From an optimization exercise on the open Yosys and OpenROAD flow, aimed at small area; shortcuts taken in it are not production practice. In this exercise RTL edits were held to simulation tests only and were not proved equivalent to the original. Power is estimated from default activity; no workload was simulated.

## design/flow/design.v

```verilog
module pico_i2c_slave (
    input  wire       clk,
    input  wire       rst,
    input  wire       scl_i,
    input  wire       sda_i,
    output wire       sda_o,
    output reg        rx_ovf,
    output reg        tx_ovf,
    output reg  [1:0] diag_code
);
    localparam [1:0] BE_IDLE = 2'd0,
                     BE_ADDR = 2'd1,
                     BE_RX   = 2'd2,
                     BE_TX   = 2'd3;
    reg [1:0] be;
    reg [3:0] bitcnt;
    reg       rx_eq;
    reg [2:0] rx_lo;
    reg       rw;
    reg       scl_q, sda_q;
    reg       sda_out;
    reg [3:0] head;       
    reg       valid;      
    reg [1:0] mode;       
    reg [7:0] seq;        
    wire scl = scl_i;
    wire sda = sda_i & sda_out;
    wire lc_start = scl_q & scl &  sda_q & ~sda;
    wire lc_stop  = scl_q & scl & ~sda_q &  sda;
    wire lc_rise  = ~scl_q & scl & (sda_q == sda);
    wire lc_fall  = scl_q & ~scl & (sda_q == sda);
    wire bc_le7 = ~bitcnt[3];
    wire bc_8   = bitcnt[3] & ~bitcnt[0];
    wire bc_9   = bitcnt[3] &  bitcnt[0];
    wire bc_0   = bitcnt == 4'd0;
    wire bc_4   = ~bitcnt[3] & bitcnt[2] & ~bitcnt[1] & ~bitcnt[0];
    wire bc_le4 = ~bitcnt[3] & (~bitcnt[2] | (~bitcnt[1] & ~bitcnt[0]));
    wire bc_1to7 = ~bitcnt[3] & (bitcnt[2:0] != 3'd0);
    wire addr_hit = rx_eq & (rx_lo[2:1] == 2'b00);
    wire [1:0] rx_class = !rx_eq            ? 2'd1 :
                          (rx_lo == 3'b011) ? 2'd2 :
                          (rx_lo == 3'b100) ? 2'd3 :
                          (rx_lo == 3'b101) ? 2'd0 : 2'd1;
    wire [2:0] tx_pos = ~(bitcnt[2:0] & {3{~bitcnt[3]}});
    reg [7:0] cbyte;
    always @* begin
        case ({mode, head})
            {2'd0, 4'd0}: cbyte = 8'h41;
            {2'd0, 4'd1}: cbyte = 8'h42;
            {2'd0, 4'd2}: cbyte = 8'h43;
            {2'd0, 4'd3}: cbyte = 8'h44;
            {2'd0, 4'd4}: cbyte = 8'h31;
            {2'd0, 4'd5}: cbyte = 8'h32;
            {2'd0, 4'd6}: cbyte = 8'h33;
            {2'd0, 4'd7}: cbyte = 8'h34;
            {2'd0, 4'd8}: cbyte = 8'h35;
            {2'd0, 4'd9}: cbyte = 8'h36;
            {2'd0, 4'd10}: cbyte = 8'h37;
            {2'd0, 4'd11}: cbyte = 8'h38;
            {2'd0, 4'd12}: cbyte = 8'h05;
            {2'd0, 4'd14}: cbyte = 8'h26;
            {2'd1, 4'd0}: cbyte = 8'hFF;
            {2'd1, 4'd1}: cbyte = 8'hFF;
            {2'd1, 4'd2}: cbyte = 8'h00;
            {2'd1, 4'd3}: cbyte = 8'h00;
            {2'd1, 4'd4}: cbyte = 8'h00;
            {2'd1, 4'd5}: cbyte = 8'h00;
            {2'd1, 4'd6}: cbyte = 8'h00;
            {2'd1, 4'd7}: cbyte = 8'h00;
            {2'd1, 4'd8}: cbyte = 8'h00;
            {2'd1, 4'd9}: cbyte = 8'h00;
            {2'd1, 4'd10}: cbyte = 8'h00;
            {2'd1, 4'd11}: cbyte = 8'h00;
            {2'd1, 4'd12}: cbyte = 8'h01;
            {2'd1, 4'd14}: cbyte = 8'h0C;
            {2'd2, 4'd0}: cbyte = 8'h48;
            {2'd2, 4'd1}: cbyte = 8'h61;
            {2'd2, 4'd2}: cbyte = 8'h6E;
            {2'd2, 4'd3}: cbyte = 8'h64;
            {2'd2, 4'd4}: cbyte = 8'h72;
            {2'd2, 4'd5}: cbyte = 8'h61;
            {2'd2, 4'd6}: cbyte = 8'h64;
            {2'd2, 4'd7}: cbyte = 8'h20;
            {2'd2, 4'd8}: cbyte = 8'h30;
            {2'd2, 4'd9}: cbyte = 8'h30;
            {2'd2, 4'd10}: cbyte = 8'h30;
            {2'd2, 4'd11}: cbyte = 8'h31;
            {2'd2, 4'd12}: cbyte = 8'h03;
            {2'd2, 4'd14}: cbyte = 8'h49;
            {2'd3, 4'd0}: cbyte = 8'h3B;
            {2'd3, 4'd1}: cbyte = 8'h59;
            {2'd3, 4'd2}: cbyte = 8'hE8;
            {2'd3, 4'd3}: cbyte = 8'h2A;
            {2'd3, 4'd4}: cbyte = 8'hE9;
            {2'd3, 4'd5}: cbyte = 8'hB1;
            {2'd3, 4'd6}: cbyte = 8'hBE;
            {2'd3, 4'd7}: cbyte = 8'hD8;
            {2'd3, 4'd8}: cbyte = 8'h00;
            {2'd3, 4'd9}: cbyte = 8'h00;
            {2'd3, 4'd10}: cbyte = 8'h00;
            {2'd3, 4'd11}: cbyte = 8'h00;
            {2'd3, 4'd12}: cbyte = 8'h04;
            {2'd3, 4'd14}: cbyte = 8'h8F;
            default: cbyte = 8'h00;
        endcase
    end
    wire [6:0] cx = cbyte[6:0] ^ seq[6:0];
    wire [7:0] ones;
    assign ones[0] = 1'b1;
    genvar gi;
    generate for (gi = 1; gi < 8; gi = gi + 1) begin : g_ones
        assign ones[gi] = ones[gi-1] & cx[gi-1];
    end endgenerate
    wire cbit = cbyte[tx_pos];
    wire seqb = seq[tx_pos];
    wire tx_bit = (head == 4'd15) ? 1'b1 :
                  !valid          ? 1'b0 :
                  cbit ^ (seqb & (head == 4'd13 | head == 4'd14)) ^ (ones[tx_pos] & (head == 4'd14));
    wire ev_rx = lc_fall & (be == BE_RX) & bc_8;
    wire fetch = lc_fall & bc_9 &
                 ((be == BE_ADDR & rw) | (be == BE_TX & ~rx_lo[0]));
    wire keep = (be == BE_ADDR) | (be == BE_TX) |
                (be == BE_RX & (head == 4'd0 | head == 4'd9));
    assign sda_o = sda_out;
    always @(posedge clk) begin
        if (rst) begin
            be      <= BE_IDLE;
            rw      <= 1'b0;
            scl_q   <= 1'b1;
            sda_q   <= 1'b1;
            sda_out <= 1'b1;
        end else begin
            scl_q <= scl;
            sda_q <= sda;
            if (lc_start || lc_stop) begin
                be      <= lc_start ? BE_ADDR : BE_IDLE;
                bitcnt  <= 4'd0;
                sda_out <= 1'b1;
            end else if (lc_rise) begin
                if (be != BE_IDLE && !bc_9) begin
                    bitcnt <= bitcnt + 4'd1;
                    if (keep) begin
                        if (bc_le4)
                            rx_eq <= (bc_0 | rx_eq) &
                                     (sda == (be == BE_ADDR & bc_4));
                        else if (!bc_8 || be == BE_TX)
                            rx_lo <= {rx_lo[1:0], sda};
                    end
                end
            end else if (lc_fall) begin
                case (be)
                    BE_ADDR: begin
                        if (bc_8) begin
                            if (addr_hit) begin
                                rw      <= rx_lo[0];
                                sda_out <= 1'b0;
                            end else begin
                                be <= BE_IDLE;
                            end
                        end else if (bc_9) begin
                            bitcnt <= 4'd0;
                            if (!rw) begin
                                be      <= BE_RX;
                                sda_out <= 1'b1;
                            end else begin
                                be      <= BE_TX;
                                sda_out <= tx_bit;
                            end
                        end
                    end
                    BE_RX: begin
                        if (bc_8) begin
                            sda_out <= 1'b0;
                        end else if (bc_9) begin
                            sda_out <= 1'b1;
                            bitcnt  <= 4'd0;
                        end
                    end
                    BE_TX: begin
                        if (bc_1to7) begin
                            sda_out <= tx_bit;
                        end else if (bc_8) begin
                            sda_out <= 1'b1;
                        end else if (bc_9) begin
                            bitcnt <= 4'd0;
                            if (!rx_lo[0]) begin
                                sda_out <= tx_bit;
                            end else begin
                                be      <= BE_IDLE;
                                sda_out <= 1'b1;
                            end
                        end
                    end
                    default: ;
                endcase
            end
        end
    end
    always @(posedge clk) begin
        if (rst) begin
            valid     <= 1'b0;
            rx_ovf    <= 1'b0;
            tx_ovf    <= 1'b0;
            diag_code <= 2'd0;
        end else begin
            diag_code <= 2'd0;
            if (lc_start || lc_stop) begin
                head <= 4'd0;
            end else if (ev_rx) begin
                if (head == 4'd9) begin
                    head      <= 4'd0;
                    rx_ovf    <= 1'b1;
                    diag_code <= 2'd1;
                end else begin
                    head <= head + 4'd1;
                    if (head == 4'd8) begin
                        valid <= 1'b1;
                        mode  <= rx_class;
                        seq   <= valid ? seq + 8'd1 : 8'd0;
                    end
                end
            end else if (lc_rise & (be == BE_TX) & bc_8) begin
                head <= head + 4'd1;
            end else if (fetch & (head == 4'd15)) begin
                tx_ovf    <= 1'b1;
                diag_code <= 2'd2;
            end
        end
    end
endmodule
```

## design/flow/flow/run.sh

```bash
#!/bin/bash
# Layout flow: the standard synthesis, then the combinational logic of
# the synthesized netlist is re-mapped by ABC with a stronger area script
# (flip-flops keep their instances, names and cell types), then the rest of
# the standard layout from floorplan to finish, with the smallest buffer
# (buf_1) as the port buffer that every input and output port gets, and a
# clock tree of clkbuf_4 buffers without dummy loads.
# Each tool's full output goes to a log file in this folder.
set -euo pipefail
HERE=$(pwd)
RES=$HERE/orfs/results/${FLOW_PLATFORM:-sky130hd}/pico_i2c_slave/base
YOSYS=$FLOW_HOME/../tools/install/yosys/bin/yosys
[ -x "$YOSYS" ] || YOSYS=yosys

bash standard.sh synth > standard_synth.log 2>&1

cp $RES/1_2_yosys.v $HERE/synth_standard.v
export LIB=$FLOW_HOME/platforms/sky130hd/lib/sky130_fd_sc_hd__tt_025C_1v80.lib
export IN_V=$HERE/synth_standard.v
export TOP=${FLOW_TOP:-pico_i2c_slave}
export DONT_USE="$(sed -n '/^export DONT_USE_CELLS/,/^#/p' $FLOW_HOME/platforms/sky130hd/config.mk | grep -o 'sky130_fd_sc_hd__[a-z0-9_]*' | tr '\n' ' ')"
export KEEP_CELLS="$(grep -o 'sky130_fd_sc_hd__[a-z0-9_]*' $IN_V | sort -u | grep -E '__(df|edf|sdf|dl|conb|tap|fill|decap|diode)' | tr '\n' ' ')"
# Two ABC scripts; the smaller result is used.
best=""; best_area=""
for v in a b; do
  export ABC_SCRIPT=$HERE/flow/reopt_$v.abc OUT_V=$HERE/synth_reopt_$v
  $YOSYS -c $HERE/flow/reopt.tcl > reopt_yosys_$v.log 2>&1
  python3 $HERE/flow/pick_top.py $OUT_V.all $OUT_V.v $TOP > pick_top_$v.log 2>&1
  area=$(grep "Chip area for top module" $OUT_V.stat | awk '{print $NF}')
  echo "script $v: area $area" >> reopt_choice.log
  if [ -z "$best" ] || awk "BEGIN{exit !($area < $best_area)}"; then best=$v; best_area=$area; fi
done
echo "using script $best" >> reopt_choice.log
cp $HERE/synth_reopt_$best.v $HERE/synth_reopt.v

# Hand the re-mapped netlist to the rest of the standard flow.
cp $HERE/synth_reopt.v $RES/1_2_yosys.v
touch $RES/1_2_yosys.v
export BUFFER_PORTS_ARGS="-buffer_cell sky130_fd_sc_hd__buf_1"
export CTS_ARGS="-sink_clustering_enable -repair_clock_nets -buf_list sky130_fd_sc_hd__clkbuf_4 -dont_use_dummy_load"
bash standard.sh finish > standard_finish.log 2>&1
```

## design/flow/flow/pick_top.py

```python
# Keep only the top module of a Yosys netlist (drops the library cell models).
import sys, re
s = open(sys.argv[1]).read()
mods = re.findall(r'(module\s+(\S+?)\s*\(.*?endmodule)', s, re.S)
top = [m for m, n in mods if n == sys.argv[3]]
assert len(top) == 1, "top module not found"
open(sys.argv[2], 'w').write(top[0] + "\n")
print("kept", sys.argv[3], "of", [n for m, n in mods][:5], "...")
```

## design/flow/flow/reopt.tcl

```tcl
# Re-map the combinational logic of a mapped sky130hd netlist.
# Flip-flops (and tie cells) are kept as they are: same instances, names and
# cell types. Every other cell is replaced by its function (from the
# liberty file) and the logic is re-mapped by ABC with an area script.
yosys -import
set lib    $::env(LIB)
set in     $::env(IN_V)
set out    $::env(OUT_V)
set top    $::env(TOP)
set script $::env(ABC_SCRIPT)
read_liberty -ignore_miss_func $lib
read_verilog $in
hierarchy -top $top
foreach c $::env(KEEP_CELLS) { setattr -mod -set keep_hierarchy 1 $c }
flatten
opt_clean -purge
opt -purge
set du {}
foreach c $::env(DONT_USE) { lappend du -dont_use $c }
abc -liberty $lib {*}$du -script $script
opt_clean -purge
hilomap -singleton -hicell sky130_fd_sc_hd__conb_1 HI -locell sky130_fd_sc_hd__conb_1 LO
splitnets
opt_clean -purge
tee -o $out.stat stat -liberty $lib
write_verilog -noattr -noexpr -nohex -nodec $out.all
```

## design/flow/flow/reopt_a.abc

```
strash
balance
rewrite
refactor
balance
rewrite
rewrite -z
balance
refactor -z
rewrite -z
balance
balance
rewrite
refactor
balance
rewrite
rewrite -z
balance
refactor -z
rewrite -z
balance
balance
rewrite
refactor
balance
rewrite
rewrite -z
balance
refactor -z
rewrite -z
balance
dch
amap
topo
```

## design/flow/flow/reopt_b.abc

```
strash
&get -n
&deepsyn -J 100 -T 300
&put
dch
amap
topo
```

## design/flow/standard.sh

```bash
#!/bin/bash
# synth_recipe.tcl (not shown) runs the flow's synth.tcl, then flattens the netlist and writes it again
# the make line also repeats each setting of config.mk as NAME=value (left out here)
make -C /OpenROAD-flow-scripts/flow DESIGN_CONFIG=/design/flow/config.mk WORK_HOME=/design/flow/orfs CLKGATE_MAP_FILE= SYNTH_SCRIPT=/design/flow/synth_recipe.tcl "${@:-finish}"
```

## design/flow/config.mk

```make
export PLATFORM = sky130hd
export DESIGN_NAME = pico_i2c_slave
export DESIGN_NICKNAME = pico_i2c_slave
export VERILOG_FILES = /design/flow/design.v
export SDC_FILE = /design/flow/constraint.sdc
export NUM_CORES = 4
export LEC_CHECK = 0
export CAP_MARGIN = 20
export CORE_MARGIN = 2
export CORE_UTILIZATION = 40
export SLEW_MARGIN = 20
```

## design/flow/constraint.sdc

```tcl
create_clock -name core_clock -period 10.0 [get_ports {clk}]
set_input_delay 2.0000 -clock core_clock [delete_from_list [all_inputs] [get_ports {clk}]]
set_output_delay 2.0000 -clock core_clock [all_outputs]
set_load 0.01 [all_outputs]
```

==> flow_summary.toml, run 1 <==
[sta]
final_worst_path_cycle_share = 0.432
final.setup.tns_ns = 0
timing_worst_slew_pin_value_ns = 0.819
timing_max_transition_violations_final = 0
timing.final.crit_period_ns = 4.32
setup_viol = 0
rsz0062_at_grt = "false"
max_freq_mhz = 231
fin_skew_ns = 0.0379
worst_slew_margin_rel = 0.453
final_hold_violation_count = 0

[worst_setup_path]
crit_slowest_cell = "sky130_fd_sc_hd__edfxtp_1"
cpLargestDelayFamily = "compound AO/OA/AOI/OAI gates"
worst_path_most_repeated_cell = "sky130_fd_sc_hd__nor2_1"
timing.critical_path.fanout_max = 10
crit-reg2reg-launch = "head[2]"
worst-path-buf-inv = 2
timing.critical_path.to_type = "flip-flop"
worst-setup-path-type = "flip-flop to flip-flop"
crit_path_cell_trace = "clkinv_1, nor2_1, clkinv_1, nor2_1, nor3_1, a211oi_1, o21ai_0, nor2_1, o21a_1, o31ai_1, a211oi_1, o41ai_1, a32oi_1, nor2_1, a21oi_1, nor2_1, a311o_1, nand2b_1, nor4b_1, nor4_1, or3_1"
worst-endpoint-arrival_ns = 4.54
timing.critical_path.required_ns = 10.22
timing.critical_path.from = "head[2]"
cp-start-kind = "flip-flop"
crit_path_max_incr_delay_ns = 0.42

[drt]
wire_per_inst_um = 15.4
drtPass1Iterations = 5
drc = 0
first_iter_violations = 305
remaining_antenna_violation_count_after_routing = 0
vias = 2097
avgViaCountPerCell = 5.84
drt_wl_total_um = 5520

[clocking]
cts_hold_buf = 0
htreeDepth = 2
cts_tree = "yes"
cts_resized = 0
tritoncts.num_buffers = 5
cts_root_buffer = "sky130_fd_sc_hd__clkbuf_4"
post-cts-setup-buffer-count = 0
clk_transition_reported_paths_ns = 0.10
cts_sinks = 33
clk-insertion-delay-late_ns = 0.34
clock_tree.buffer_depth = 2

[global_route]
antenna_found_initial = 0
first_global_vias = 1916
grt_max_degree = 13
track_usage = 0.200
grt_overflow = 0
grt_pass1_wl_um = 9340

[placement]
dp.final_hpwl_um = 4250
finalWeightedCongestion = 1.03
number_of_port_buffers = 8

[power]
power_per_cell_area_nw_per_um2 = 106
report.power.total_mw = 0.237
total_leakage_power_nw = 0.692
max-vdd-ir-drop_mv = 0.0724

[synth]
syn_area_um2 = 2080
synth_warnings = 1
syn-instance-count = 275
syn-num-nets = 279
postSynthAreaPerCell_um2 = 7.56

[floorplanning]
top_level_ports = 9
floorplan.initialDensity = 0.410
placementRows = 26
floorplan.die.height_um = 76.1
coreArea_um2 = 5070
die_w_um = 76.1
die-area_um2 = 5790

[job]
max_cap_violations = 0

[final_layout]
insertedDiodeCount = 0
final_net_count = 295
final.fill_count = 542
final_layout_size_suffix_gt1_frac = 0.0208
syn_to_final_growth_pct = 7.82

[hold_path]
hp-start = "rx_ovf"
hold_class = "flip-flop to flip-flop"

[status]
outcome = "complete, no violations"
==> worst paths after layout <==
kind	slack [ns]	depth (start not counted)	endpoint
max	5.68	21	sda_out
max reg2reg	5.68	21	sda_out
min	0.47	2	rx_ovf
min reg2reg	0.47	2	rx_ovf
==> cell usage in the layout (no fill, tap or decap), types with 4 or more instances in the layout <==
master	n
sky130_fd_sc_hd__a21oi_1	19
sky130_fd_sc_hd__edfxtp_1	22
sky130_fd_sc_hd__nand2_1	23
sky130_fd_sc_hd__clkinv_1	37
sky130_fd_sc_hd__dfxtp_1	11
sky130_fd_sc_hd__nor2_1	61
sky130_fd_sc_hd__nor3_1	22
sky130_fd_sc_hd__buf_1	8
sky130_fd_sc_hd__nand3_1	4
sky130_fd_sc_hd__a211oi_1	9
sky130_fd_sc_hd__o21ai_0	16
sky130_fd_sc_hd__o21a_1	4
sky130_fd_sc_hd__a31oi_1	6
sky130_fd_sc_hd__clkbuf_4	5
sky130_fd_sc_hd__o22ai_1	8
==> cell type report <==
class / count / area, um^2 / area share
inverters: 37 / 139 / 0.0619
flip-flops and latches: 33 / 881 / 0.393
clock buffers: 5 / 37.5 / 0.0167
multi-input cells: 205 / 1060 / 0.473
well taps: 70 / 87.6 / 0.0391
repair buffers: 9 / 37.5 / 0.0167
==> layer usage <==
layer  track usage  vias up  wire, um
met3        0.0403       28       354
li1              -     1037         -
met4        0.0945        0       237
met5             0        -         0
met2         0.314      105      2520
met1         0.267      927      2410
==> power breakdown <==
group	total, mW	switching [mW]	internal [mW]
Sequential	0.149	0.00251	0.146
Clock	0.0664	0.0429	0.0235
Combinational	0.0214	0.0148	0.00661
==> through the flow <==
| step | cells | setup WS (ns) | instance area (um^2) | hold WS, ns | utilization |
|---|---|---|---|---|---|
| 6_report | 359 | 5.68 | 2240 | 0.474 | 0.442 |
| 5_1_grt | 359 | 5.31 | 2240 | 0.492 | 0.442 |
| 4_1_cts | 359 | 5.74 | 2240 | 0.482 | 0.442 |
| 3_5_place_dp | 354 | 5.77 | 2200 | 0.456 | 0.434 |
| 3_3_place_gp | 354 | 5.76 | 2200 | 0.444 | 0.434 |
| 2_1_floorplan | 275 | 5.71 | 2080 | 0.454 | - |
==> state kept, by name, summed over array words and instances (netlist names), 2 cells and up <==
| register | flops |
|---|---|
| rx_lo | 3 |
| head | 4 |
| seq | 8 |
| be | 2 |
| bitcnt | 4 |
| mode | 2 |
| diag_code | 2 |
==> worst register-to-register path, delay by kind of cell (launching register included) <==
kind / cells / cell delay, ns
compound gates: 9 / 1.68
buf+inv: 2 / 0.47
flops: 1 / 0.42
simple gates: 10 / 1.62
==> run 2: changes to the inputs <==
--- a/design/flow/flow/run.sh
+++ b/design/flow/flow/run.sh
@@ -3,8 +3,7 @@
 # the synthesized netlist is re-mapped by ABC with a stronger area script
 # (flip-flops keep their instances, names and cell types), then the rest of
 # the standard layout from floorplan to finish, with the smallest buffer
-# (buf_1) as the port buffer that every input and output port gets, and a
-# clock tree of clkbuf_4 buffers without dummy loads.
+# (buf_1) as the port buffer that every input and output port gets.
 # Each tool's full output goes to a log file in this folder.
 set -euo pipefail
 HERE=$(pwd)
@@ -37,5 +36,5 @@
 cp $HERE/synth_reopt.v $RES/1_2_yosys.v
 touch $RES/1_2_yosys.v
 export BUFFER_PORTS_ARGS="-buffer_cell sky130_fd_sc_hd__buf_1"
-export CTS_ARGS="-sink_clustering_enable -repair_clock_nets -buf_list sky130_fd_sc_hd__clkbuf_4 -dont_use_dummy_load"
+export CTS_ARGS="-sink_clustering_enable -repair_clock_nets -buf_list {sky130_fd_sc_hd__clkbuf_4 sky130_fd_sc_hd__clkbuf_8} -dont_use_dummy_load"
 bash standard.sh finish > standard_finish.log 2>&1
==> flow_summary.toml, run 2 <==
[clocking]
clock_tree.buffer_depth = 2
cts_root_buffer = "sky130_fd_sc_hd__clkbuf_8"
tritoncts.num_buffers = 5
cts_tree = "yes"
post-cts-setup-buffer-count = 0
clk_transition_reported_paths_ns = 0.07
clk-insertion-delay-late_ns = 0.29
cts_resized = 0
cts_hold_buf = 0
cts_sinks = 33
htreeDepth = 2

[floorplanning]
die-area_um2 = 5790
top_level_ports = 9
coreArea_um2 = 5070
die_w_um = 76.1
floorplan.initialDensity = 0.410
placementRows = 26
floorplan.die.height_um = 76.1

[sta]
timing_max_transition_violations_final = 0
final.setup.tns_ns = 0
timing.final.crit_period_ns = 4.30
final_hold_violation_count = 0
timing_worst_slew_pin_value_ns = 0.826
final_worst_path_cycle_share = 0.430
fin_skew_ns = 0.0231
worst_slack_ns = 5.70
setup_viol = 0
rsz0062_at_grt = "false"
worst_slew_margin_rel = 0.448
max_freq_mhz = 232

[placement]
dp.final_hpwl_um = 4250
dpl_worst_slack_ns = 5.77
finalWeightedCongestion = 1.03
number_of_port_buffers = 8

[final_layout]
syn_to_final_growth_pct = 9.33
final_layout_size_suffix_gt1_frac = 0.0208
final.fill_count = 538
final_cell_mix = "sky130_fd_sc_hd__nor2_1, sky130_fd_sc_hd__clkinv_1, sky130_fd_sc_hd__nand2_1"
largest_register_ffs = 8
final_net_count = 295
layout_top_registers = "seq x8, bitcnt x4, head x4"
top_register = "seq"
layout_commonest_cell = "sky130_fd_sc_hd__nor2_1"
multi_input_comb_area_um2 = 1060
insertedDiodeCount = 0
seqCellArea_um2 = 881

[synth]
syn-num-nets = 279
synth_warnings = 1
syn_area_um2 = 2080
postSynthAreaPerCell_um2 = 7.56
syn-instance-count = 275

[worst_setup_path]
rrSetupSlack_ns = 5.70
crit-reg2reg-launch = "head[2]"
worst_r2r_path_depth = 21
cp-start-kind = "flip-flop"
worst-setup-path-type = "flip-flop to flip-flop"
endpoint = "sda_out"
timing.critical_path.from = "head[2]"
r2r-end = "sda_out"
worst-endpoint-arrival_ns = 4.47
timing.critical_path.required_ns = 10.17
timing.critical_path.fanout_max = 10
timing.critical_path.to_type = "flip-flop"

[drt]
wire_per_inst_um = 15.5
vias = 2082
remaining_antenna_violation_count_after_routing = 0
avgViaCountPerCell = 5.80
drc = 0
drtPass1Iterations = 5
drt_wl_total_um = 5560
first_iter_violations = 339

[status]
outcome = "complete, no violations"

[global_route]
grt_pass1_wl_um = 9360
first_global_vias = 1922
grt_overflow = 0
antenna_found_initial = 0
track_usage = 0.201
grt_max_degree = 13

[power]
max-vdd-ir-drop_mv = 0.111
power_per_cell_area_nw_per_um2 = 114
total_leakage_power_nw = 0.705
report.power.total_mw = 0.260

[job]
max_cap_violations = 0

[hold_path]
hold_class = "flip-flop to flip-flop"
run 2: report_power, final:
group	leakage (nW)	switching [mW]	total, mW	internal, mW
Sequential	0.307	0.00251	0.149	0.146
Combinational	0.362	0.0148	0.0214	0.00661
Clock	0.0359	0.0450	0.0898	0.0448
run 2: worst min path at each step:
| stage | from | endpoint | slack, ns | cells past startpoint |
|---|---|---|---|---|
| global route | tx_ovf | tx_ovf | 0.48 | 1 |
| detailed placement | tx_ovf | tx_ovf | 0.46 | 1 |
| floorplan | rw | be[0] | 0.45 | 2 |
| CTS | tx_ovf | tx_ovf | 0.47 | 1 |
| global placement | tx_ovf | tx_ovf | 0.44 | 1 |
| finish | rx_ovf | rx_ovf | 0.47 | 2 |
run 2: final cells by class:
cell class              count  area share
clock buffers               5      0.0303
inverters                  37      0.0611
multi-input cells         205       0.466
flip-flops and latches     33       0.387
well taps                  70      0.0385
repair buffers              9      0.0165
run 2: routing by layer:
metal,global-route usage,part of all wire,vias to the layer above,wire (um)
met4,0.0945,0.036,0,201
met5,0,0,-,0
met1,0.267,0.44,935,2470
met2,0.317,0.47,91,2590
met3,0.0403,0.054,22,300
li1,-,-,1034,-
run 2: stage by stage:
step                utilization  hold WS (ns)  std cells  area (um^2)
floorplan                     -         0.454        275         2080
global placement          0.434         0.444        354         2200
detailed placement        0.434         0.456        354         2200
CTS                       0.448         0.473        359         2270
global route              0.448         0.483        359         2270
finish                    0.448         0.466        359         2270
run 2: worst max-delay path: stages (launching register included):
cell and delay, ns:
sky130_fd_sc_hd__edfxtp_1 0.41, sky130_fd_sc_hd__clkinv_1 0.26, sky130_fd_sc_hd__nor2_1 0.31, sky130_fd_sc_hd__clkinv_1 0.21
sky130_fd_sc_hd__nor2_1 0.22, sky130_fd_sc_hd__nor3_1 0.09, sky130_fd_sc_hd__a211oi_1 0.16, sky130_fd_sc_hd__o21ai_0 0.19
sky130_fd_sc_hd__nor2_1 0.18, sky130_fd_sc_hd__o21a_1 0.15, sky130_fd_sc_hd__o31ai_1 0.13, sky130_fd_sc_hd__a211oi_1 0.28
sky130_fd_sc_hd__o41ai_1 0.09, sky130_fd_sc_hd__a32oi_1 0.25, sky130_fd_sc_hd__nor2_1 0.07, sky130_fd_sc_hd__a21oi_1 0.16
sky130_fd_sc_hd__nor2_1 0.07, sky130_fd_sc_hd__a311o_1 0.26, sky130_fd_sc_hd__nand2b_1 0.06, sky130_fd_sc_hd__nor4b_1 0.24
sky130_fd_sc_hd__nor4_1 0.08, sky130_fd_sc_hd__or3_1 0.31
==> run 3: changes to the inputs <==
--- a/design/flow/flow/run.sh
+++ b/design/flow/flow/run.sh
@@ -36,5 +36,5 @@
 cp $HERE/synth_reopt.v $RES/1_2_yosys.v
 touch $RES/1_2_yosys.v
 export BUFFER_PORTS_ARGS="-buffer_cell sky130_fd_sc_hd__buf_1"
-export CTS_ARGS="-sink_clustering_enable -repair_clock_nets -buf_list {sky130_fd_sc_hd__clkbuf_4 sky130_fd_sc_hd__clkbuf_8} -dont_use_dummy_load"
+export CTS_ARGS="-sink_clustering_enable -repair_clock_nets -buf_list sky130_fd_sc_hd__clkbuf_4 -dont_use_dummy_load -sink_clustering_size 12"
 bash standard.sh finish > standard_finish.log 2>&1
==> flow_summary.toml, run 3 <==
[status]
outcome = "complete, no violations"

[job]
max_cap_violations = 0

[floorplanning]
floorplan.initialDensity = 0.410
die_w_um = 76.1
die-area_um2 = 5790
floorplan.die.height_um = 76.1
top_level_ports = 9
placementRows = 26
coreArea_um2 = 5070

[worst_setup_path]
r2r-end = "sda_out"
timing.critical_path.fanout_max = 10
rrSetupSlack_ns = 5.68
crit_slowest_cell = "sky130_fd_sc_hd__edfxtp_1"
crit-reg2reg-launch = "head[2]"
worst-endpoint-arrival_ns = 4.54
worst_path_most_repeated_cell = "sky130_fd_sc_hd__nor2_1"
worst-setup-path-type = "flip-flop to flip-flop"
crit_path_max_incr_delay_ns = 0.42
timing.critical_path.required_ns = 10.22
crit_path_cell_trace = "clkinv_1, nor2_1, clkinv_1, nor2_1, nor3_1, a211oi_1, o21ai_0, nor2_1, o21a_1, o31ai_1, a211oi_1, o41ai_1, a32oi_1, nor2_1, a21oi_1, nor2_1, a311o_1, nand2b_1, nor4b_1, nor4_1, or3_1"
cp-start-kind = "flip-flop"
worst_r2r_path_depth = 21
timing.critical_path.to_type = "flip-flop"

[clocking]
cts_resized = 0
clk-insertion-delay-late_ns = 0.34
htreeDepth = 2
clk_transition_reported_paths_ns = 0.10
clock_tree.buffer_depth = 2
cts_root_buffer = "sky130_fd_sc_hd__clkbuf_4"
post-cts-setup-buffer-count = 0
cts_hold_buf = 0
tritoncts.num_buffers = 5
cts_sinks = 33
cts_tree = "yes"

[final_layout]
layout_commonest_cell = "sky130_fd_sc_hd__nor2_1"
final_cell_mix = "sky130_fd_sc_hd__nor2_1, sky130_fd_sc_hd__clkinv_1, sky130_fd_sc_hd__nand2_1"
final_layout_size_suffix_gt1_frac = 0.0208
layout_top_registers = "seq x8, bitcnt x4, head x4"
final.fill_count = 542
top_register = "seq"
largest_register_ffs = 8
insertedDiodeCount = 0
final_net_count = 295
instances_no_fill = 359
post_route_cell_area_um2 = 2240
syn_to_final_growth_pct = 7.82

[power]
total_leakage_power_nw = 0.692
power.share.combinational = 0.091
p_switching_mw = 0.0602
total_internal_power_mw = 0.176
max-vdd-ir-drop_mv = 0.0724
power.share.sequential = 0.629
power_per_cell_area_nw_per_um2 = 106
power_frac_clock = 0.281
switching_share = 0.254
report.power.total_mw = 0.237

[synth]
synth_warnings = 1
postSynthAreaPerCell_um2 = 7.56
syn-num-nets = 279
syn-instance-count = 275
syn_area_um2 = 2080

[sta]
timing_worst_slew_pin_value_ns = 0.819
max_freq_mhz = 231
setup_viol = 0
worst_slew_margin_rel = 0.453
fin_skew_ns = 0.0379
timing_max_transition_violations_final = 0
final_worst_path_cycle_share = 0.432
final.setup.tns_ns = 0
timing.final.crit_period_ns = 4.32
final_hold_violation_count = 0
rsz0062_at_grt = "false"

[hold_path]
whs_path_depth = 2
hold_class = "flip-flop to flip-flop"
hp-start = "rx_ovf"
worstHoldEndpoint = "rx_ovf"

[drt]
first_iter_violations = 305
remaining_antenna_violation_count_after_routing = 0
vias = 2097
drt_wl_total_um = 5520
wire_per_inst_um = 15.4
drc = 0
drtPass1Iterations = 5
avgViaCountPerCell = 5.84

[placement]
dp.final_hpwl_um = 4250
post-place-cells = 354
number_of_port_buffers = 8
finalWeightedCongestion = 1.03
place_area_um2 = 2200

[global_route]
antenna_found_initial = 0
grt_pass1_wl_um = 9340
grt_max_degree = 13
first_global_vias = 1916
track_usage = 0.200
grt_overflow = 0
-- run 3: metal layers --
| metal | part of all wire | global-route usage | up-vias |
|---|---|---|---|
| li1 | - | - | 1037 |
| met1 | 0.44 | 0.267 | 927 |
| met2 | 0.46 | 0.314 | 105 |
| met3 | 0.064 | 0.0403 | 28 |
| met4 | 0.043 | 0.0945 | 0 |
| met5 | 0 | 0 | - |
-- run 3: worst max-delay path: cells and delay by family, from the launching register on --
family                 cells  cell delay, ns
buffers and inverters      2            0.47
AO/OA/AOI/OAI              9            1.68
AND/OR/NAND/NOR           10            1.62
flip-flops                 1            0.42
-- run 3: worst max path at each step --
| stage | start | end | slack (ns) | cells after the start |
|---|---|---|---|---|
| 2_1_floorplan | sda_i | mode[0] | 5.71 | 9 |
| 3_3_place_gp | head[2] | sda_out | 5.76 | 21 |
| 3_5_place_dp | head[2] | sda_out | 5.77 | 21 |
| 4_1_cts | head[2] | sda_out | 5.74 | 21 |
| 5_1_grt | head[2] | sda_out | 5.31 | 21 |
| 6_report | head[2] | sda_out | 5.68 | 21 |
-- run 3: cell type report --
cell class,count,area (um^2),share of cell area
timing repair buffer,9,37.5,0.0167
clock buffer,5,37.5,0.0167
sequential,33,881,0.393
inverter,37,139,0.0619
tap,70,87.6,0.0391
multi-input combinational,205,1060,0.473
-- run 3: power by group through the flow --
stage                     Combinational, mW  Sequential, mW  Clock, mW
after floorplan                      0.0154           0.151          0
after global placement               0.0214           0.152          0
after detailed placement             0.0210           0.152          0
after CTS                            0.0212           0.149     0.0694
after global routing                 0.0241           0.149     0.0727
final                                0.0214           0.149     0.0664
-- run 3: metrics by stage --
stage	utilization	setup WS, ns	hold WS [ns]
3_5_place_dp	0.434	5.77	0.456
2_1_floorplan	-	5.71	0.454
5_1_grt	0.442	5.31	0.492
6_report	0.442	5.68	0.474
3_3_place_gp	0.434	5.76	0.444
4_1_cts	0.442	5.74	0.482
==> run 4: changes to the inputs <==
--- a/design/flow/flow/run.sh
+++ b/design/flow/flow/run.sh
@@ -36,5 +36,4 @@
 cp $HERE/synth_reopt.v $RES/1_2_yosys.v
 touch $RES/1_2_yosys.v
 export BUFFER_PORTS_ARGS="-buffer_cell sky130_fd_sc_hd__buf_1"
-export CTS_ARGS="-sink_clustering_enable -repair_clock_nets -buf_list sky130_fd_sc_hd__clkbuf_4 -dont_use_dummy_load -sink_clustering_size 12"
 bash standard.sh finish > standard_finish.log 2>&1
--- a/design/flow/config.mk
+++ b/design/flow/config.mk
@@ -8,4 +8,5 @@
 export CAP_MARGIN = 20
 export CORE_MARGIN = 2
 export CORE_UTILIZATION = 40
+export CTS_BUF_LIST = sky130_fd_sc_hd__clkbuf_4
 export SLEW_MARGIN = 20
==> flow_summary.toml, run 4 <==
[status]
outcome = "complete, no violations"

[final_layout]
final_util = 0.451
final_cell_mix = "sky130_fd_sc_hd__nor2_1, sky130_fd_sc_hd__clkinv_1, sky130_fd_sc_hd__nand2_1"
syn_to_final_growth_pct = 10.0
instances_no_fill = 362
largest_register_ffs = 8
final_net_count = 295
layout_top_registers = "seq x8, bitcnt x4, head x4"
final.fill_count = 533
post_route_cell_area_um2 = 2290
final_layout_size_suffix_gt1_frac = 0.0308
top_register = "seq"
insertedDiodeCount = 0
layout_commonest_cell = "sky130_fd_sc_hd__nor2_1"

[power]
power_per_cell_area_nw_per_um2 = 120
power_frac_clock = 0.379
max-vdd-ir-drop_mv = 0.0932
report.power.total_mw = 0.274
total_internal_power_mw = 0.206
power.share.combinational = 0.078
power.share.sequential = 0.542
p_switching_mw = 0.0686
switching_share = 0.250
total_leakage_power_nw = 0.710

[drt]
drc = 0
wl_met1_um = 2390
drtPass1Iterations = 6
drt_wl_total_um = 5520
topRoutingLayerUsed = "met4"
wire_per_inst_um = 15.2
avgViaCountPerCell = 5.83
remaining_antenna_violation_count_after_routing = 0
first_iter_violations = 340
met3_length_um = 340
met2_wirelength_um = 2530
vias = 2109

[global_route]
grt_max_degree = 13
grt_pass1_wl_um = 9380
grt_overflow = 0
track_usage = 0.201
antenna_found_initial = 0
first_global_vias = 1929

[placement]
dp.final_hpwl_um = 4250
number_of_port_buffers = 8
post-place-cells = 354
finalWeightedCongestion = 1.03
place_area_um2 = 2200

[worst_setup_path]
timing.critical_path.fanout_max = 10
rrSetupSlack_ns = 5.72
worst-endpoint-arrival_ns = 4.52
worst-setup-path-type = "flip-flop to flip-flop"
cp-start-kind = "flip-flop"
timing.critical_path.required_ns = 10.24
timing.critical_path.to_type = "flip-flop"

[sta]
worst_slew_margin_rel = 0.466
rsz0062_at_grt = "false"
timing_max_transition_violations_final = 0
setup_viol = 0
timing_worst_slew_pin_value_ns = 0.798
timing.final.crit_period_ns = 4.28
final_worst_path_cycle_share = 0.428
fin_skew_ns = 0.0143
final.setup.tns_ns = 0
max_freq_mhz = 234
final_hold_violation_count = 0

[synth]
postSynthAreaPerCell_um2 = 7.56
syn-num-nets = 279
syn-instance-count = 275
synth_warnings = 1
syn_area_um2 = 2080

[clocking]
cts_root_buffer = "sky130_fd_sc_hd__clkbuf_4"
cts_tree = "yes"
cts_sinks = 33
htreeDepth = 2
post-cts-setup-buffer-count = 0
cts_resized = 0
clock_tree.buffer_depth = 2
cts_hold_buf = 0
clk_transition_reported_paths_ns = 0.12
tritoncts.num_buffers = 5
clk-insertion-delay-late_ns = 0.34

[floorplanning]
floorplan.initialDensity = 0.410
placementRows = 26
die_w_um = 76.1
coreArea_um2 = 5070
floorplan.die.height_um = 76.1
top_level_ports = 9
die-area_um2 = 5790

[hold_path]
hold_class = "flip-flop to flip-flop"

[job]
max_cap_violations = 0
[run 4: metal layers]
metal,vias to the layer above,track usage
li1,1038,-
met1,928,0.270
met2,109,0.317
met3,34,0.0391
met4,0,0.0873
met5,-,0
[run 4: final timing paths]
kind,startpoint,end,cells after the start
setup / recovery,head[2],sda_out,21
setup reg to reg,head[2],sda_out,21
hold reg to reg,rx_ovf,rx_ovf,2
hold / removal,rx_ovf,rx_ovf,2
[run 4: through the flow]
stage	hold slack (ns)	setup slack (ns)
after floorplan	0.454	5.71
after global placement	0.444	5.76
after detailed placement	0.456	5.77
after CTS	0.487	5.74
after global routing	0.497	5.31
final	0.479	5.72
[run 4: worst max-delay path, stage by stage (launching register included)]
cell                       delay [ns]
sky130_fd_sc_hd__edfxtp_1        0.43
sky130_fd_sc_hd__clkinv_1        0.25
sky130_fd_sc_hd__nor2_1          0.31
sky130_fd_sc_hd__clkinv_1        0.21
sky130_fd_sc_hd__nor2_1          0.22
sky130_fd_sc_hd__nor3_1          0.09
sky130_fd_sc_hd__a211oi_1        0.16
sky130_fd_sc_hd__o21ai_0         0.19
sky130_fd_sc_hd__nor2_1          0.18
sky130_fd_sc_hd__o21a_1          0.15
sky130_fd_sc_hd__o31ai_1         0.12
sky130_fd_sc_hd__a211oi_1        0.28
sky130_fd_sc_hd__o41ai_1         0.09
sky130_fd_sc_hd__a32oi_1         0.25
sky130_fd_sc_hd__nor2_1          0.06
sky130_fd_sc_hd__a21oi_1         0.16
sky130_fd_sc_hd__nor2_1          0.07
sky130_fd_sc_hd__a311o_1         0.26
sky130_fd_sc_hd__nand2b_1        0.06
sky130_fd_sc_hd__nor4b_1         0.24
sky130_fd_sc_hd__nor4_1          0.07
sky130_fd_sc_hd__or3_1           0.31
[run 4: final cells by class]
class | instances | area, um^2 | share of cell area
repair buffers | 9 | 37.5 | 0.0164
clock inverters | 3 | 46.3 | 0.0202
multi-input cells | 205 | 1060 | 0.463
inverters | 37 | 139 | 0.0607
well taps | 70 | 87.6 | 0.0383
clock buffers | 5 | 37.5 | 0.0164
flip-flops and latches | 33 | 881 | 0.385
[run 4: power groups by stage]
| stage | sequential (mW) | clock [mW] | combinational [mW] |
|---|---|---|---|
| 6_report | 0.149 | 0.104 | 0.0215 |
| 5_1_grt | 0.149 | 0.112 | 0.0242 |
| 4_1_cts | 0.149 | 0.108 | 0.0212 |
| 3_5_place_dp | 0.152 | 0 | 0.0210 |
| 3_3_place_gp | 0.152 | 0 | 0.0214 |
| 2_1_floorplan | 0.151 | 0 | 0.0154 |
==> run 5: changes to the inputs <==
--- a/design/flow/flow/run.sh
+++ b/design/flow/flow/run.sh
@@ -36,4 +36,5 @@
 cp $HERE/synth_reopt.v $RES/1_2_yosys.v
 touch $RES/1_2_yosys.v
 export BUFFER_PORTS_ARGS="-buffer_cell sky130_fd_sc_hd__buf_1"
+export CTS_ARGS="-sink_clustering_enable -repair_clock_nets -buf_list sky130_fd_sc_hd__clkbuf_4 -dont_use_dummy_load -sink_clustering_size 8 -sink_clustering_max_diameter 30"
 bash standard.sh finish > standard_finish.log 2>&1
--- a/design/flow/config.mk
+++ b/design/flow/config.mk
@@ -8,5 +8,4 @@
 export CAP_MARGIN = 20
 export CORE_MARGIN = 2
 export CORE_UTILIZATION = 40
-export CTS_BUF_LIST = sky130_fd_sc_hd__clkbuf_4
 export SLEW_MARGIN = 20
==> flow_summary.toml, run 5 <==
[final_layout]
layout_top_registers = "seq x8, bitcnt x4, head x4"
top_register = "seq"
layout_commonest_cell = "sky130_fd_sc_hd__nor2_1"
multi_input_comb_area_um2 = 1060
insertedDiodeCount = 0
final.fill_count = 542
seqCellArea_um2 = 881
largest_register_ffs = 8
final_cell_mix = "sky130_fd_sc_hd__nor2_1, sky130_fd_sc_hd__clkinv_1, sky130_fd_sc_hd__nand2_1"
final_net_count = 295
syn_to_final_growth_pct = 7.82
final_layout_size_suffix_gt1_frac = 0.0208

[sta]
timing.final.crit_period_ns = 4.32
fin_skew_ns = 0.0379
worst_slew_margin_rel = 0.453
max_freq_mhz = 231
final_worst_path_cycle_share = 0.432
timing_worst_slew_pin_value_ns = 0.819
final.setup.tns_ns = 0
final_hold_slack_ns = 0.474
timing_max_transition_violations_final = 0
final_hold_violation_count = 0
setup_viol = 0
rsz0062_at_grt = "false"

[floorplanning]
placementRows = 26
floorplan.die.height_um = 76.1
top_level_ports = 9
floorplan.initialDensity = 0.410
coreArea_um2 = 5070
die-area_um2 = 5790
die_w_um = 76.1

[clocking]
cts_tree = "yes"
clk_transition_reported_paths_ns = 0.10
tritoncts.num_buffers = 5
clk-insertion-delay-late_ns = 0.34
post-cts-setup-buffer-count = 0
cts_sinks = 33
clock_tree.buffer_depth = 2
cts_root_buffer = "sky130_fd_sc_hd__clkbuf_4"
htreeDepth = 2
cts_hold_buf = 0
cts_resized = 0

[global_route]
antenna_found_initial = 0
grt_max_degree = 13
grt_overflow = 0
first_global_vias = 1916
track_usage = 0.200
grt_pass1_wl_um = 9340

[worst_setup_path]
timing.critical_path.required_ns = 10.22
timing.critical_path.to_type = "flip-flop"
worst-endpoint-arrival_ns = 4.54
timing.critical_path.fanout_max = 10
timing.critical_path.from = "head[2]"
worst-setup-path-type = "flip-flop to flip-flop"
cp-start-kind = "flip-flop"
crit-reg2reg-launch = "head[2]"

[placement]
number_of_port_buffers = 8
finalWeightedCongestion = 1.03
dp.final_hpwl_um = 4250

[synth]
synth_warnings = 1
syn-num-nets = 279
syn_area_um2 = 2080
postSynthAreaPerCell_um2 = 7.56
syn-instance-count = 275

[power]
max-vdd-ir-drop_mv = 0.0724
power_per_cell_area_nw_per_um2 = 106
total_leakage_power_nw = 0.692

[hold_path]
hold_class = "flip-flop to flip-flop"
hp-start = "rx_ovf"

[drt]
avgViaCountPerCell = 5.84
drt_wl_total_um = 5520
drtPass1Iterations = 5
vias = 2097
first_iter_violations = 305
wire_per_inst_um = 15.4
remaining_antenna_violation_count_after_routing = 0
drc = 0

[job]
max_cap_violations = 0

[status]
outcome = "complete, no violations"
==> run 5: final timing paths <==
check | endpoint | slack, ns | cells past startpoint
max | sda_out | 5.68 | 21
min | rx_ovf | 0.47 | 2
max reg2reg | sda_out | 5.68 | 21
min reg2reg | rx_ovf | 0.47 | 2
==> run 5: report_power, final <==
group / internal (mW) / switching (mW)
registers: 0.146 / 0.00251
logic: 0.00661 / 0.0148
clock network: 0.0235 / 0.0429
total: 0.176 / 0.0602
==> run 5: area by class of cell <==
type / count / share of cell area
sequential: 33 / 0.393
timing repair buffer: 9 / 0.0167
inverter: 37 / 0.0619
multi-input combinational: 205 / 0.473
tap: 70 / 0.0391
clock buffer: 5 / 0.0167
==> run 5: metal layers <==
| layer | track usage | routed length [um] | up-vias |
|---|---|---|---|
| met4 | 0.0945 | 237 | 0 |
| met2 | 0.314 | 2520 | 105 |
| met5 | 0 | 0 | - |
| li1 | - | - | 1037 |
| met3 | 0.0403 | 354 | 28 |
| met1 | 0.267 | 2410 | 927 |
==> run 5: critical path, stage by stage (launching register included) <==
cell                       delay, ns
sky130_fd_sc_hd__edfxtp_1       0.42
sky130_fd_sc_hd__clkinv_1       0.25
sky130_fd_sc_hd__nor2_1         0.30
sky130_fd_sc_hd__clkinv_1       0.22
sky130_fd_sc_hd__nor2_1         0.22
sky130_fd_sc_hd__nor3_1         0.09
sky130_fd_sc_hd__a211oi_1       0.17
sky130_fd_sc_hd__o21ai_0        0.20
sky130_fd_sc_hd__nor2_1         0.19
sky130_fd_sc_hd__o21a_1         0.15
sky130_fd_sc_hd__o31ai_1        0.12
sky130_fd_sc_hd__a211oi_1       0.28
sky130_fd_sc_hd__o41ai_1        0.09
sky130_fd_sc_hd__a32oi_1        0.25
sky130_fd_sc_hd__nor2_1         0.06
sky130_fd_sc_hd__a21oi_1        0.16
sky130_fd_sc_hd__nor2_1         0.07
sky130_fd_sc_hd__a311o_1        0.26
sky130_fd_sc_hd__nand2b_1       0.06
sky130_fd_sc_hd__nor4b_1        0.24
sky130_fd_sc_hd__nor4_1         0.08
sky130_fd_sc_hd__or3_1          0.31
==> run 5: per-stage QoR <==
step | setup WS, ns | std cells | instance area (um^2) | util | total power [mW]
2_1_floorplan | 5.71 | 275 | 2080 | - | 0.166
3_3_place_gp | 5.76 | 354 | 2200 | 0.434 | 0.173
3_5_place_dp | 5.77 | 354 | 2200 | 0.434 | 0.173
4_1_cts | 5.74 | 359 | 2240 | 0.442 | 0.239
5_1_grt | 5.31 | 359 | 2240 | 0.442 | 0.246
6_report | 5.68 | 359 | 2240 | 0.442 | 0.237
==> run 6: changes to the inputs <==
--- a/design/flow/flow/run.sh
+++ b/design/flow/flow/run.sh
@@ -36,5 +36,5 @@
 cp $HERE/synth_reopt.v $RES/1_2_yosys.v
 touch $RES/1_2_yosys.v
 export BUFFER_PORTS_ARGS="-buffer_cell sky130_fd_sc_hd__buf_1"
-export CTS_ARGS="-sink_clustering_enable -repair_clock_nets -buf_list sky130_fd_sc_hd__clkbuf_4 -dont_use_dummy_load -sink_clustering_size 8 -sink_clustering_max_diameter 30"
+export CTS_ARGS="-sink_clustering_enable -repair_clock_nets -buf_list sky130_fd_sc_hd__clkbuf_4 -dont_use_dummy_load -sink_clustering_max_diameter 30"
 bash standard.sh finish > standard_finish.log 2>&1
==> flow_summary.toml, run 6 <==
[power]
power_per_cell_area_nw_per_um2 = 106
max-vdd-ir-drop_mv = 0.0724
total_leakage_power_nw = 0.692

[clocking]
cts_root_buffer = "sky130_fd_sc_hd__clkbuf_4"
clk_transition_reported_paths_ns = 0.10
clk-insertion-delay-late_ns = 0.34
htreeDepth = 2
cts_sinks = 33
cts_tree = "yes"
cts_resized = 0
post-cts-setup-buffer-count = 0
tritoncts.num_buffers = 5
clock_tree.buffer_depth = 2
cts_hold_buf = 0

[worst_setup_path]
worst-path-buf-inv = 2
timing.critical_path.required_ns = 10.22
timing.critical_path.to_type = "flip-flop"
cp-start-kind = "flip-flop"
cpLargestDelayFamily = "compound AO/OA/AOI/OAI gates"
crit_path_cell_trace = "clkinv_1, nor2_1, clkinv_1, nor2_1, nor3_1, a211oi_1, o21ai_0, nor2_1, o21a_1, o31ai_1, a211oi_1, o41ai_1, a32oi_1, nor2_1, a21oi_1, nor2_1, a311o_1, nand2b_1, nor4b_1, nor4_1, or3_1"
worst_path_most_repeated_cell = "sky130_fd_sc_hd__nor2_1"
crit_path_max_incr_delay_ns = 0.42
timing.critical_path.fanout_max = 10
worst-endpoint-arrival_ns = 4.54
worst-setup-path-type = "flip-flop to flip-flop"
crit_slowest_cell = "sky130_fd_sc_hd__edfxtp_1"

[floorplanning]
floorplan.die.height_um = 76.1
die_w_um = 76.1
coreArea_um2 = 5070
floorplan.initialDensity = 0.410
placementRows = 26
die-area_um2 = 5790
top_level_ports = 9

[global_route]
globalRouteMet1Util = 0.267
grt.busiest_layer = "met2"
grt_overflow = 0
globalRouteMet2Util = 0.314
track_usage = 0.200
globalRouteMet3Util = 0.0403
first_global_vias = 1916
antenna_found_initial = 0
grt_pass1_wl_um = 9340
grt_max_degree = 13

[placement]
dp.final_hpwl_um = 4250
finalWeightedCongestion = 1.03
number_of_port_buffers = 8

[synth]
synth_warnings = 1
syn_area_um2 = 2080
postSynthAreaPerCell_um2 = 7.56
syn-instance-count = 275
syn-num-nets = 279

[sta]
timing_worst_slew_pin_value_ns = 0.819
timing_max_transition_violations_final = 0
final.setup.tns_ns = 0
rsz0062_at_grt = "false"
final_hold_slack_ns = 0.474
final_worst_path_cycle_share = 0.432
setup_viol = 0
final_hold_violation_count = 0
max_freq_mhz = 231
timing.final.crit_period_ns = 4.32
worst_slew_margin_rel = 0.453
fin_skew_ns = 0.0379

[drt]
drt_wl_total_um = 5520
avgViaCountPerCell = 5.84
wire_per_inst_um = 15.4
remaining_antenna_violation_count_after_routing = 0
first_iter_violations = 305
drtPass1Iterations = 5
vias = 2097
drc = 0

[final_layout]
syn_to_final_growth_pct = 7.82
final_net_count = 295
final_cell_mix = "sky130_fd_sc_hd__nor2_1, sky130_fd_sc_hd__clkinv_1, sky130_fd_sc_hd__nand2_1"
insertedDiodeCount = 0
final_layout_size_suffix_gt1_frac = 0.0208
top_register = "seq"
layout_commonest_cell = "sky130_fd_sc_hd__nor2_1"
largest_register_ffs = 8
layout_top_registers = "seq x8, bitcnt x4, head x4"

[status]
outcome = "complete, no violations"

[job]
max_cap_violations = 0

[hold_path]
hold_class = "flip-flop to flip-flop"
-- run 6: power breakdown --
group / switching, mW / internal (mW)
Clock: 0.0429 / 0.0235
Sequential: 0.00251 / 0.146
Combinational: 0.0148 / 0.00661
-- run 6: layout make-up --
| type | count | area, um^2 |
|---|---|---|
| Clock buffer | 5 | 37.5 |
| Sequential cell | 33 | 881 |
| Fill cell | 542 | 2830 |
| Inverter | 37 | 139 |
| Timing Repair Buffer | 9 | 37.5 |
| Tap cell | 70 | 87.6 |
| Multi-Input combinational cell | 205 | 1060 |
-- run 6: final timing paths --
path | startpoint | endpoint | slack (ns) | cells past startpoint
worst max-delay path | head[2] | sda_out | 5.68 | 21
worst min-delay path | rx_ovf | rx_ovf | 0.47 | 2
worst max register to register | head[2] | sda_out | 5.68 | 21
worst min register to register | rx_ovf | rx_ovf | 0.47 | 2
-- run 6: worst register-to-register path: stages, from the launching register on --
cell	delay, ns
sky130_fd_sc_hd__edfxtp_1	0.42
sky130_fd_sc_hd__clkinv_1	0.25
sky130_fd_sc_hd__nor2_1	0.30
sky130_fd_sc_hd__clkinv_1	0.22
sky130_fd_sc_hd__nor2_1	0.22
sky130_fd_sc_hd__nor3_1	0.09
sky130_fd_sc_hd__a211oi_1	0.17
sky130_fd_sc_hd__o21ai_0	0.20
sky130_fd_sc_hd__nor2_1	0.19
sky130_fd_sc_hd__o21a_1	0.15
sky130_fd_sc_hd__o31ai_1	0.12
sky130_fd_sc_hd__a211oi_1	0.28
sky130_fd_sc_hd__o41ai_1	0.09
sky130_fd_sc_hd__a32oi_1	0.25
sky130_fd_sc_hd__nor2_1	0.06
sky130_fd_sc_hd__a21oi_1	0.16
sky130_fd_sc_hd__nor2_1	0.07
sky130_fd_sc_hd__a311o_1	0.26
sky130_fd_sc_hd__nand2b_1	0.06
sky130_fd_sc_hd__nor4b_1	0.24
sky130_fd_sc_hd__nor4_1	0.08
sky130_fd_sc_hd__or3_1	0.31
-- run 6: per-stage QoR --
step	worst slack (ns)	instance area [um^2]	utilization	power (mW)	instances
2_1_floorplan	5.71	2080	-	0.166	275
3_3_place_gp	5.76	2200	0.434	0.173	354
5_1_grt	5.31	2240	0.442	0.246	359
3_5_place_dp	5.77	2200	0.434	0.173	354
6_report	5.68	2240	0.442	0.237	359
4_1_cts	5.74	2240	0.442	0.239	359
-- run 6: metal layers --
metal | part of all wire | vias up
met1 | 0.44 | 927
met5 | 0 | -
met3 | 0.064 | 28
met4 | 0.043 | 0
li1 | - | 1037
met2 | 0.46 | 105
==> run 7: changes to the inputs <==
--- a/design/flow/flow/run.sh
+++ b/design/flow/flow/run.sh
@@ -36,5 +36,5 @@
 cp $HERE/synth_reopt.v $RES/1_2_yosys.v
 touch $RES/1_2_yosys.v
 export BUFFER_PORTS_ARGS="-buffer_cell sky130_fd_sc_hd__buf_1"
-export CTS_ARGS="-sink_clustering_enable -repair_clock_nets -buf_list sky130_fd_sc_hd__clkbuf_4 -dont_use_dummy_load -sink_clustering_max_diameter 30"
+export CTS_ARGS="-sink_clustering_enable -repair_clock_nets -buf_list sky130_fd_sc_hd__clkbuf_4 -dont_use_dummy_load -sink_buffer_max_cap_derate 0.5"
 bash standard.sh finish > standard_finish.log 2>&1
==> flow_summary.toml, run 7 <==
[sta]
max_freq_mhz = 231
setup_viol = 0
final_worst_path_cycle_share = 0.432
timing.final.crit_period_ns = 4.32
worst_slack_ns = 5.68
worst_slew_margin_rel = 0.453
timing_worst_slew_pin_value_ns = 0.819
timing_max_transition_violations_final = 0
fin_skew_ns = 0.0379
rsz0062_at_grt = "false"
final.setup.tns_ns = 0
final_hold_violation_count = 0

[clocking]
htreeDepth = 2
cts_sinks = 33
tritoncts.num_buffers = 5
clk_transition_reported_paths_ns = 0.10
cts_tree = "yes"
clock_tree.buffer_depth = 2
cts_root_buffer = "sky130_fd_sc_hd__clkbuf_4"
cts_resized = 0
cts_hold_buf = 0
post-cts-setup-buffer-count = 0
clk-insertion-delay-late_ns = 0.34

[worst_setup_path]
timing.critical_path.required_ns = 10.22
worst-setup-path-type = "flip-flop to flip-flop"
crit-reg2reg-launch = "head[2]"
worst-endpoint-arrival_ns = 4.54
crit_path_max_incr_delay_ns = 0.42
timing.critical_path.to_type = "flip-flop"
timing.critical_path.from = "head[2]"
timing.critical_path.fanout_max = 10
crit_path_cell_trace = "clkinv_1, nor2_1, clkinv_1, nor2_1, nor3_1, a211oi_1, o21ai_0, nor2_1, o21a_1, o31ai_1, a211oi_1, o41ai_1, a32oi_1, nor2_1, a21oi_1, nor2_1, a311o_1, nand2b_1, nor4b_1, nor4_1, or3_1"
crit_slowest_cell = "sky130_fd_sc_hd__edfxtp_1"
worst_path_most_repeated_cell = "sky130_fd_sc_hd__nor2_1"
cp-start-kind = "flip-flop"

[final_layout]
top_register = "seq"
multi_input_comb_area_um2 = 1060
seqCellArea_um2 = 881
final.fill_count = 542
layout_top_registers = "seq x8, bitcnt x4, head x4"
insertedDiodeCount = 0
final_layout_size_suffix_gt1_frac = 0.0208
largest_register_ffs = 8
syn_to_final_growth_pct = 7.82
instances_no_fill = 359
final_util = 0.442
final_net_count = 295
final_cell_mix = "sky130_fd_sc_hd__nor2_1, sky130_fd_sc_hd__clkinv_1, sky130_fd_sc_hd__nand2_1"
layout_commonest_cell = "sky130_fd_sc_hd__nor2_1"

[hold_path]
hp-start = "rx_ovf"
hold_class = "flip-flop to flip-flop"

[floorplanning]
coreArea_um2 = 5070
die-area_um2 = 5790
top_level_ports = 9
floorplan.die.height_um = 76.1
floorplan.initialDensity = 0.410
placementRows = 26
die_w_um = 76.1

[synth]
syn_area_um2 = 2080
syn-instance-count = 275
synth_warnings = 1
syn-num-nets = 279
postSynthAreaPerCell_um2 = 7.56

[job]
max_cap_violations = 0

[drt]
drtPass1Iterations = 5
drt_wl_total_um = 5520
avgViaCountPerCell = 5.84
remaining_antenna_violation_count_after_routing = 0
wire_per_inst_um = 15.4
vias = 2097
drc = 0
first_iter_violations = 305

[global_route]
grt_overflow = 0
track_usage = 0.200
grt_max_degree = 13
first_global_vias = 1916
antenna_found_initial = 0
grt_pass1_wl_um = 9340

[placement]
post-place-cells = 354
dpl_worst_slack_ns = 5.77
dp.final_hpwl_um = 4250
number_of_port_buffers = 8
finalWeightedCongestion = 1.03

[status]
outcome = "complete, no violations"

[power]
total_leakage_power_nw = 0.692
power_per_cell_area_nw_per_um2 = 106
report.power.total_mw = 0.237
max-vdd-ir-drop_mv = 0.0724
-- run 7: area by class of cell --
type,instances,area share
inverters,37,0.0619
flip-flops and latches,33,0.393
well taps,70,0.0391
repair buffers,9,0.0167
clock buffers,5,0.0167
multi-input cells,205,0.473
-- run 7: critical path, delay by kind of cell (launching register included) --
| kind | cells | cell delay, ns |
|---|---|---|
| flip-flops | 1 | 0.42 |
| AO/OA/AOI/OAI | 9 | 1.68 |
| AND/OR/NAND/NOR | 10 | 1.62 |
| buffers and inverters | 2 | 0.47 |
-- run 7: per-stage QoR --
stage	hold WS, ns	cell area (um^2)
CTS	0.482	2240
global route	0.492	2240
finish	0.474	2240
floorplan	0.454	2080
global placement	0.444	2200
detailed placement	0.456	2200
-- run 7: final timing paths --
kind | to | slack (ns) | cells after the start
setup reg to reg | sda_out | 5.68 | 21
setup / recovery | sda_out | 5.68 | 21
hold reg to reg | rx_ovf | 0.47 | 2
hold / removal | rx_ovf | 0.47 | 2
-- run 7: report_power, final --
part	switching, mW	total (mW)	internal [mW]	leakage [nW]
sequential	0.00251	0.149	0.146	0.307
combinational	0.0148	0.0214	0.00661	0.362
clock	0.0429	0.0664	0.0235	0.0230
total	0.0602	0.237	0.176	0.692
-- run 7: metal layers --
| metal | vias to the layer above | global-route usage | part of all wire |
|---|---|---|---|
| met5 | - | 0 | 0 |
| met4 | 0 | 0.0945 | 0.043 |
| met3 | 28 | 0.0403 | 0.064 |
| met2 | 105 | 0.314 | 0.46 |
| met1 | 927 | 0.267 | 0.44 |
| li1 | 1037 | - | - |
==> run 8: changes to the inputs <==
--- a/design/flow/flow/run.sh
+++ b/design/flow/flow/run.sh
@@ -36,5 +36,5 @@
 cp $HERE/synth_reopt.v $RES/1_2_yosys.v
 touch $RES/1_2_yosys.v
 export BUFFER_PORTS_ARGS="-buffer_cell sky130_fd_sc_hd__buf_1"
-export CTS_ARGS="-sink_clustering_enable -repair_clock_nets -buf_list sky130_fd_sc_hd__clkbuf_4 -dont_use_dummy_load -sink_buffer_max_cap_derate 0.5"
+export CTS_ARGS="-sink_clustering_enable -repair_clock_nets -buf_list sky130_fd_sc_hd__clkbuf_4 -dont_use_dummy_load -sink_buffer_max_cap_derate 0.7"
 bash standard.sh finish > standard_finish.log 2>&1
==> flow_summary.toml, run 8 <==
[final_layout]
final.fill_count = 542
layout_top_registers = "seq x8, bitcnt x4, head x4"
insertedDiodeCount = 0
largest_register_ffs = 8
layout_commonest_cell = "sky130_fd_sc_hd__nor2_1"
final_net_count = 295
final_cell_mix = "sky130_fd_sc_hd__nor2_1, sky130_fd_sc_hd__clkinv_1, sky130_fd_sc_hd__nand2_1"
final_util = 0.442
syn_to_final_growth_pct = 7.82
final_layout_size_suffix_gt1_frac = 0.0208
top_register = "seq"

[sta]
fin_skew_ns = 0.0379
final_hold_slack_ns = 0.474
worst_slew_margin_rel = 0.453
max_freq_mhz = 231
setup_viol = 0
timing_max_transition_violations_final = 0
final_hold_violation_count = 0
final_worst_path_cycle_share = 0.432
rsz0062_at_grt = "false"
timing_worst_slew_pin_value_ns = 0.819
timing.final.crit_period_ns = 4.32
worst_slack_ns = 5.68
final.setup.tns_ns = 0

[power]
total_internal_power_mw = 0.176
switching_share = 0.254
power.share.sequential = 0.629
power_per_cell_area_nw_per_um2 = 106
total_leakage_power_nw = 0.692
power.share.combinational = 0.091
max-vdd-ir-drop_mv = 0.0724
p_switching_mw = 0.0602
power_frac_clock = 0.281

[worst_setup_path]
worst-setup-path-type = "flip-flop to flip-flop"
cp-start-kind = "flip-flop"
worst_r2r_path_depth = 21
cpLargestDelayFamily = "compound AO/OA/AOI/OAI gates"
worst_path_most_repeated_cell = "sky130_fd_sc_hd__nor2_1"
r2r-end = "sda_out"
critical_path_cell_count = 21
timing.critical_path.fanout_max = 10
crit-reg2reg-launch = "head[2]"
timing.critical_path.required_ns = 10.22
crit_slowest_cell = "sky130_fd_sc_hd__edfxtp_1"
worst-endpoint-arrival_ns = 4.54
timing.critical_path.to_type = "flip-flop"
worst-path-buf-inv = 2
crit_path_cell_trace = "clkinv_1, nor2_1, clkinv_1, nor2_1, nor3_1, a211oi_1, o21ai_0, nor2_1, o21a_1, o31ai_1, a211oi_1, o41ai_1, a32oi_1, nor2_1, a21oi_1, nor2_1, a311o_1, nand2b_1, nor4b_1, nor4_1, or3_1"
crit_path_max_incr_delay_ns = 0.42
rrSetupSlack_ns = 5.68

[global_route]
grt_overflow = 0
grt_max_degree = 13
grt_pass1_wl_um = 9340
track_usage = 0.200
first_global_vias = 1916
antenna_found_initial = 0

[clocking]
post-cts-setup-buffer-count = 0
cts_resized = 0
cts_hold_buf = 0
cts_root_buffer = "sky130_fd_sc_hd__clkbuf_4"
cts_tree = "yes"
cts_sinks = 33
clk-insertion-delay-late_ns = 0.34
clk_transition_reported_paths_ns = 0.10
htreeDepth = 2
clock_tree.buffer_depth = 2
tritoncts.num_buffers = 5

[drt]
first_iter_violations = 305
vias = 2097
drtPass1Iterations = 5
wire_per_inst_um = 15.4
avgViaCountPerCell = 5.84
drc = 0
remaining_antenna_violation_count_after_routing = 0
drt_wl_total_um = 5520

[floorplanning]
floorplan.initialDensity = 0.410
floorplan.die.height_um = 76.1
coreArea_um2 = 5070
die_w_um = 76.1
top_level_ports = 9
die-area_um2 = 5790
placementRows = 26

[placement]
number_of_port_buffers = 8
finalWeightedCongestion = 1.03
dpl_worst_slack_ns = 5.77
dp.final_hpwl_um = 4250

[hold_path]
hp-start = "rx_ovf"
whs_path_depth = 2
hold_class = "flip-flop to flip-flop"
worstHoldEndpoint = "rx_ovf"

[status]
outcome = "complete, no violations"

[synth]
syn_area_um2 = 2080
syn-instance-count = 275
synth_warnings = 1
syn-num-nets = 279
postSynthAreaPerCell_um2 = 7.56

[job]
max_cap_violations = 0
[run 8: worst max-delay path by stage]
stage                   end  slack [ns]    start
finish              sda_out        5.68  head[2]
global placement    sda_out        5.76  head[2]
global route        sda_out        5.31  head[2]
CTS                 sda_out        5.74  head[2]
detailed placement  sda_out        5.77  head[2]
floorplan           mode[0]        5.71    sda_i
[run 8: area by class of cell]
type                       count  area (um^2)  share of cell area
multi-input combinational    205         1060               0.473
sequential                    33          881               0.393
inverter                      37          139              0.0619
tap                           70         87.6              0.0391
clock buffer                   5         37.5              0.0167
timing repair buffer           9         37.5              0.0167
[run 8: routing by layer]
metal	track usage	up-vias	share of wire
li1	-	1037	-
met1	0.267	927	0.44
met2	0.314	105	0.46
met3	0.0403	28	0.064
met4	0.0945	0	0.043
met5	0	-	0
[run 8: metrics by stage]
| step | total power, mW | instance area (um^2) | std cells |
|---|---|---|---|
| 5_1_grt | 0.246 | 2240 | 359 |
| 4_1_cts | 0.239 | 2240 | 359 |
| 3_3_place_gp | 0.173 | 2200 | 354 |
| 6_report | 0.237 | 2240 | 359 |
| 3_5_place_dp | 0.173 | 2200 | 354 |
| 2_1_floorplan | 0.166 | 2080 | 275 |
[run 8: power groups by stage]
stage               sequential [mW]  combinational, mW  clock (mW)
global route                  0.149             0.0241      0.0727
global placement              0.152             0.0214           0
detailed placement            0.152             0.0210           0
CTS                           0.149             0.0212      0.0694
floorplan                     0.151             0.0154           0
finish                        0.149             0.0214      0.0664
[run 8: tightest hold or removal path, delay by kind of cell, from the launching register on]
kind             cells  cell delay (ns)
DFF                  1             0.34
and+or+nand+nor      2             0.11

-- port drivers added, routing unchanged --
No port has a modelled driver above. Below, the same layouts with a new extraction and two added sets of constraints. Step 1 (the two cells are an assumption about what drives the block):
set clk [get_ports {clk}]
set_driving_cell -lib_cell sky130_fd_sc_hd__clkbuf_16 $clk
set_driving_cell -lib_cell sky130_fd_sc_hd__buf_2 [delete_from_list [all_inputs] $clk]
Step 2 adds t to the input delays and takes it off the output delays; t is the mean of the earliest and latest rising clock arrival at the registers after step 1. Input paths then give back, and output paths get back, about the clock's delay inside the block. Three values: ideal ports, drivers, drivers and shift; two values: the first two.
run | shift t [ns] | slack for setup (ns) | worst slew at a driven data input, ns
run 1 | 0.350 | 5.679 / 5.679 / 5.679 | 0.03
run 2 | 0.303 | 5.696 / 5.696 / 5.696 | 0.03
run 3 | 0.350 | 5.679 / 5.679 / 5.679 | 0.03
run 4 | 0.361 | 5.723 / 5.723 / 5.723 | 0.03
run 5 | 0.350 | 5.679 / 5.679 / 5.679 | 0.03
run 6 | 0.350 | 5.679 / 5.679 / 5.679 | 0.03
run 7 | 0.350 | 5.679 / 5.679 / 5.679 | 0.03
run 8 | 0.350 | 5.679 / 5.679 / 5.679 | 0.03
After both steps setup and hold are still met in every run listed.
